What follows belongs to an exercise in optimizing a design on an open flow for small area, a short achievable clock period and few clock cycles per item; a production flow would make more cautious choices. Function was checked by simulation only, so behaviour that the tests miss may differ from the original. Power and IR drop assume default switching activity.

// bpe
module bpe (
    input  wire        clk,
    input  wire        rst,
    input  wire        reg_req,
    input  wire        reg_we,
    input  wire [5:0]  reg_addr,
    input  wire [31:0] reg_wdata,
    output reg  [31:0] reg_rdata,
    output wire        reg_ack,
    output wire        mem_req,
    output wire        mem_we,
    output wire [31:0] mem_addr,
    output wire [7:0]  mem_wdata,
    input  wire [7:0]  mem_rdata,
    input  wire        mem_ack,
    output wire        irq
);
export LEC_CHECK = 0
export CAP_MARGIN = 5
export CORE_MARGIN = 2
export CORE_UTILIZATION = 45
export CTS_CLUSTER_DIAMETER = 80
export CTS_CLUSTER_SIZE = 20
export SETUP_SLACK_MARGIN = 4.3
export SLEW_MARGIN = 5
create_clock -name core_clock -period 10.0 [get_ports {clk}]
standard.sh (not shown) runs the stock make flow with config.mk's settings and CLKGATE_MAP_FILE= SYNTH_SCRIPT=/design/flow/synth_recipe.tcl, a recipe that flattens the netlist after the stock synthesis.
==> flow/flow/run.sh <==
#!/bin/bash
# The standard layout, with plain buffers (not delay cells) on the ports.
set -euo pipefail
bash standard.sh BUFFER_PORTS_ARGS="-buffer_cell sky130_fd_sc_hd__buf_2" finish > flow_make.log 2>&1
The first run went through all stages and came out clean.
Testbench counts at the start, summed over its fixed seeds: cycles 39,462, commands 2,400.
Change:
CORE_UTILIZATION = 50   (was 45)
SETUP_SLACK_MARGIN = 4.7   (was 4.3)
Effect: Hold slack gets better by 0.034 ns; core utilization grows by 12 points; total power fell by about 0.65%; worst setup slack gets better by 0.053 ns; fmax is higher by 0.94%; combinational power went up by 18%.
Change:
PLACE_DENSITY = 0.7   (was unset)
SETUP_SLACK_MARGIN = 4.2   (was 4.7)
The changed run finished clean.
Via count shrinks by about 5.5%.
Critical path depth decreases by 3.
Clock-buffer cell count is higher by 6.
Utilization falls by 7.3 points.
Sequential share of layout area rises by 5.1 points.
Cell area shrinks by 11%.
Sequential power is about the same.
Flip-flop and latch count is unchanged.
Total power fell by about 1.9%.
Non-clock buffer count drops by 170.
Change:
PLACE_DENSITY = unset   (was 0.7)
SETUP_SLACK_MARGIN = 4.3   (was 4.2)
Area after synthesis is unchanged.
Critical path depth came out higher by 3.
Via count shrinks by 0.66%.
Setup slack gains 0.031 ns.
Die area is unchanged.
Wire length came out higher by 4.1%.

* * *

Starting RTL as in the previous note.
==> flow/design.v (excerpt) <==
module bpe (
    input  wire        clk,
    input  wire        rst,
    input  wire        reg_req,
    input  wire        reg_we,
    input  wire [5:0]  reg_addr,
    input  wire [31:0] reg_wdata,
    output reg  [31:0] reg_rdata,
    output wire        reg_ack,
    output wire        mem_req,
    output wire        mem_we,
    output wire [31:0] mem_addr,
    output wire [7:0]  mem_wdata,
    input  wire [7:0]  mem_rdata,
    input  wire        mem_ack,
    output wire        irq
);
==> flow/config.mk <==
export PLATFORM = sky130hd
export DESIGN_NAME = bpe
export DESIGN_NICKNAME = bpe
export VERILOG_FILES = /design/flow/design.v
export SDC_FILE = /design/flow/constraint.sdc
export NUM_CORES = 4
export LEC_CHECK = 0
export CAP_MARGIN = 5
export CORE_MARGIN = 2
export CORE_UTILIZATION = 50
export CTS_CLUSTER_DIAMETER = 80
export CTS_CLUSTER_SIZE = 20
export SETUP_SLACK_MARGIN = 4.2
export SLEW_MARGIN = 5
export TNS_END_PERCENT = 50
==> flow/constraint.sdc <==
create_clock -name core_clock -period 10.0 [get_ports {clk}]
set_input_delay 2.0000 -clock core_clock [delete_from_list [all_inputs] [get_ports {clk}]]
set_output_delay 2.0000 -clock core_clock [all_outputs]
set_load 0.01 [all_outputs]
Scripts as last shown in full above: flow/flow/run.sh
Testbench counts at the start, summed over its fixed seeds: cycles 39,462, commands 2,400.
Next try:
==> flow/run.sh (new file) <==
#!/bin/bash
# synth_recipe.tcl (not shown) runs the flow's synth.tcl, then flattens the netlist and writes it again
# the make line also repeats each setting of config.mk as NAME=value (left out here)
make -C /OpenROAD-flow-scripts/flow DESIGN_CONFIG=/design/flow/config.mk WORK_HOME=/design/flow/orfs CLKGATE_MAP_FILE= SYNTH_SCRIPT=/design/flow/synth_recipe.tcl finish
==> flow/config.mk (replaced) <==
export PLATFORM = sky130hd
export DESIGN_NAME = bpe
export DESIGN_NICKNAME = bpe
export VERILOG_FILES = /design/flow/design.v
export SDC_FILE = /design/flow/constraint.sdc
export NUM_CORES = 4
export LEC_CHECK = 0
export CAP_MARGIN = 20
export CORE_MARGIN = 2
export CORE_UTILIZATION = 40
export SETUP_SLACK_MARGIN = 3.5
export SLEW_MARGIN = 20
removed: flow/flow/run.sh
removed: flow/standard.sh
Final cell count climbs by 5.9%.
Sequential share of layout area drops by 1.5 points.
Setup slack degrades by 530 ps.
Global-route usage drops by 6.9 points.
Clock-buffer cell count climbs by 24.
Routed wire length climbs by 1.8%.
Synthesized area does not change.
Maximum frequency drops by 8.3%.
Via count climbs by 0.56%.
Next try:
--- a/flow/config.mk
+++ b/flow/config.mk
@@ -10,3 +10,3 @@
 export CORE_UTILIZATION = 40
-export SETUP_SLACK_MARGIN = 3.5
+export SETUP_SLACK_MARGIN = 4.5
 export SLEW_MARGIN = 20
Total power grows by a few percent.
Via count grows by a few percent.
Wire length grows by a little under a tenth.
Count of clock-buffer cells in the layout shrinks by 5.
Die area stays the same.
Next try:
==> flow/flow/run.sh (new file) <==
#!/bin/bash
# The standard layout, with plain buffers (not delay cells) on the ports.
set -euo pipefail
bash standard.sh BUFFER_PORTS_ARGS="-buffer_cell sky130_fd_sc_hd__buf_2" finish > flow_make.log 2>&1
==> flow/standard.sh (new file) <==
#!/bin/bash
# synth_recipe.tcl (not shown) runs the flow's synth.tcl, then flattens the netlist and writes it again
# the make line also repeats each setting of config.mk as NAME=value (left out here)
make -C /OpenROAD-flow-scripts/flow DESIGN_CONFIG=/design/flow/config.mk WORK_HOME=/design/flow/orfs CLKGATE_MAP_FILE= SYNTH_SCRIPT=/design/flow/synth_recipe.tcl "${@:-finish}"
--- a/flow/config.mk
+++ b/flow/config.mk
@@ -7,6 +7,8 @@
 export LEC_CHECK = 0
-export CAP_MARGIN = 20
+export CAP_MARGIN = 5
 export CORE_MARGIN = 2
-export CORE_UTILIZATION = 40
-export SETUP_SLACK_MARGIN = 4.5
-export SLEW_MARGIN = 20
+export CORE_UTILIZATION = 50
+export CTS_CLUSTER_DIAMETER = 80
+export CTS_CLUSTER_SIZE = 20
+export SETUP_SLACK_MARGIN = 4.0
+export SLEW_MARGIN = 5
removed: flow/run.sh
What happened: Cell count shrinks by about 10%. Combinational power shrinks by about 17%. Design area shrinks by about 12%. Via count shrinks by 6.4%. Utilization grows by 5.1 points. Maximum frequency shrinks by about 8%. Synthesized area stays the same. Clock skew shrinks by 12 ps.
Next try:
--- a/flow/config.mk
+++ b/flow/config.mk
@@ -12,3 +12,4 @@
 export CTS_CLUSTER_SIZE = 20
-export SETUP_SLACK_MARGIN = 4.0
+export GPL_TIMING_DRIVEN = 0
+export SETUP_SLACK_MARGIN = 4.2
 export SLEW_MARGIN = 5
Cell area came out higher by 5.8%.
Combinational power rises by 19%.
Sequential power is about the same.
First-iteration DRC count grows by 22%.
Clock power is higher by about 3%.
Routed wire length came out higher by 19%.
Via count increases by 8.7%.
Core utilization rose by 3.3 points.
Setup slack improved by 150 ps.
Global-route usage grows by 6.7 points.

* * *

## the previous run
Another version of the RTL of bpe (not shown whole).
Size: roughly 2600 cells after synthesis, roughly 27000 µm² of cells after synthesis.
Settings: LEC_CHECK=0, CAP_MARGIN=20, CORE_MARGIN=2, CORE_UTILIZATION=40, SETUP_SLACK_MARGIN=5, SLEW_MARGIN=20; clock period 10.0 ns.
==> flow/flow/run.sh <==
#!/bin/bash
# The standard layout, with plain buffers (not delay cells) on the ports.
set -euo pipefail
bash standard.sh BUFFER_PORTS_ARGS="-buffer_cell sky130_fd_sc_hd__buf_2" finish > flow_make.log 2>&1
The previous run was carried through to the last stage, and its layout satisfied the timing, DRC and antenna checks.
Testbench counts of the previous run, summed over its fixed seeds: cycles 39,462, commands 2,400.
What the current run does differently from the previous run at the input level:
Settings: a change of SLEW_MARGIN from 20 to 5; a change of CORE_UTILIZATION from 40 to 50; an added CTS_CLUSTER_DIAMETER of 100; a change of CAP_MARGIN from 20 to 5; an added CTS_CLUSTER_SIZE of 30.
Notes after the runs:
Clock share of power sits lower in the current run than in the previous run. As far as remaining number of nets flagged by the antenna check after routing goes, the previous run and the current run are indistinguishable; the numbers are identical. Diff the previous run..the current run | cts-stage hold buffer count | unchanged. Between the previous run and the current run, the arrival time reported for the critical path endpoint figures differ only marginally. In the reports for the current run and the previous run, the smaller upper clock frequency limit belongs to the previous run. Post-layout instance area, the current run vs the previous run: down by a few percent. Total detailed-routing wirelength of the current run falls short of that of the previous run by a few percent. Against the previous run, the current run reports a final cycle utilization of the critical path that is lower. Per the comparison of the current run with the previous run, count of clock-buffer cells in the layout decreased 33, area share of buffers outside the clock network now sits at about the same level, total count of hold-check failures in the final report about even.

* * *

RTL: one of the versions met above, not the one the previous note started from.
Size in the first run: roughly 420 flip-flops, roughly 24000 um2 of cells after synthesis.
## bpe
module bpe (
    input  wire        clk,
    input  wire        rst,
    input  wire        reg_req,
    input  wire        reg_we,
    input  wire [5:0]  reg_addr,
    input  wire [31:0] reg_wdata,
    output reg  [31:0] reg_rdata,
    output wire        reg_ack,
    output wire        mem_req,
    output wire        mem_we,
    output wire [31:0] mem_addr,
    output wire [7:0]  mem_wdata,
    input  wire [7:0]  mem_rdata,
    input  wire        mem_ack,
    output wire        irq
);
Settings: LEC_CHECK=0, CAP_MARGIN=5, CORE_MARGIN=2, CORE_UTILIZATION=50, CTS_CLUSTER_DIAMETER=80, CTS_CLUSTER_SIZE=20, SETUP_SLACK_MARGIN=4.5, SLEW_MARGIN=5; clock period 10.0 ns.
Scripts as last shown in full above: flow/flow/run.sh
The first run ran to the end with no violations.
Testbench counts at the start, summed over its fixed seeds: cycles 39,462, commands 2,400.
Then changed:
- CORE_UTILIZATION: 50 -> 62
=> Worst setup slack is worse by 0.023 ns; register-to-register slack loses 0.08 ns; count of clock-buffer cells in the layout rose by 5; global-route usage increases by 6.4 points; hold slack improved by 0.0087 ns; synthesized cell count does not change; die area shrinks by 19%; power is lower by 2.4%; critical path depth is higher by 2; final cell count fell by 2.0%.
Then changed:
- CORE_UTILIZATION: 62 -> 50
- SETUP_SLACK_MARGIN: 4.5 -> 4.2
Outcome:
- final cell count stays flat
- total power increases slightly
- synthesized area is unchanged
- routed wire length went down by a few percent
- clock skew came out higher by 0.0033 ns
- critical path depth fell by 14
- global-route usage fell by 7.3 points
- cell area drops by a few percent
- core utilization drops by 18 points
- synthesized cell count does not change
- hold slack gets better by 0.0044 ns
Then changed:
- CAP_MARGIN: 5 -> 0
- SLEW_MARGIN: 5 -> 0
Effect:
- The changed run produced a clean layout
- setup slack is unchanged
- worst hold slack stays the same
- design area is unchanged
- utilization is unchanged
- area after synthesis stays the same
- register-to-register slack is about the same
- global-route usage does not change
- critical path depth is unchanged

==> what the ideal ports hide <==
No port has a modelled driver above. Below, the same layouts with a new extraction and two added sets of constraints. Step 1, drivers: a clkbuf_16 drives clk and a buf_2 each remaining input, both assumed. Step 2 times the ports against the registers' clock, not the clock port: input delays grow and output delays shrink by t, the midpoint of the rising clock arrivals with the driver on. Slacks: ideal / step 1 / step 2; pairs: ideal / step 1.
run	t (ns)	setup WS [ns]	hold WS [ns]	worst setup path at the end	latest minus earliest clock arrival (ns)
the first run of note 1	0.673	4.268 / 4.289 / 3.634	0.495 / 0.495 / 0.495	input to register	0.024 / 0.024
the second run of note 1	0.670	4.321 / 4.343 / 3.673	0.529 / 0.529 / 0.529	input to register	0.031 / 0.030
the third run of note 1	0.655	4.233 / 4.210 / 3.614	0.495 / 0.495 / 0.495	input to register	0.022 / 0.023
the fourth run of note 1	0.674	4.265 / 4.270 / 3.635	0.506 / 0.506 / 0.506	input to register	0.023 / 0.024
the first run of note 2	0.663	4.122 / 4.078 / 3.650	0.506 / 0.506 / 0.506	input to register	0.035 / 0.035
the second run of note 2	0.653	3.587 / 3.528 / 2.965	0.497 / 0.497 / 0.497	input to register	0.040 / 0.040
the third run of note 2	0.669	4.475 / 4.414 / 3.827	0.507 / 0.507 / 0.507	input to register	0.036 / 0.036
the fourth run of note 2	0.660	3.973 / 3.927 / 3.444	0.501 / 0.501 / 0.501	input to register	0.026 / 0.026
the fifth run of note 2	0.686	4.125 / 4.096 / 3.509	0.504 / 0.504 / 0.504	input to register	0.044 / 0.044
the previous run	0.671	4.422 / 4.433 / 3.762	0.505 / 0.505 / 0.505	input to register	0.021 / 0.021
the current run	0.647	4.518 / 4.529 / 3.881	0.490 / 0.490 / 0.490	input to register	0.035 / 0.035
the first run of note 4	0.669	4.347 / 4.363 / 3.694	0.509 / 0.509 / 0.509	input to register	0.025 / 0.025
the second run of note 4	0.643	4.324 / 4.353 / 3.713	0.518 / 0.518 / 0.518	input to register	0.022 / 0.021
the third run of note 4	0.657	4.212 / 4.159 / 3.642	0.522 / 0.522 / 0.522	input to register	0.022 / 0.023
the fourth run of note 4	0.657	4.212 / 4.159 / 3.642	0.522 / 0.522 / 0.522	input to register	0.022 / 0.023
After both steps setup and hold are still met in every run listed. The setup slack of the previous run, which loses most, moves by +0.011 ns with the drivers and by -0.660 ns with both steps.
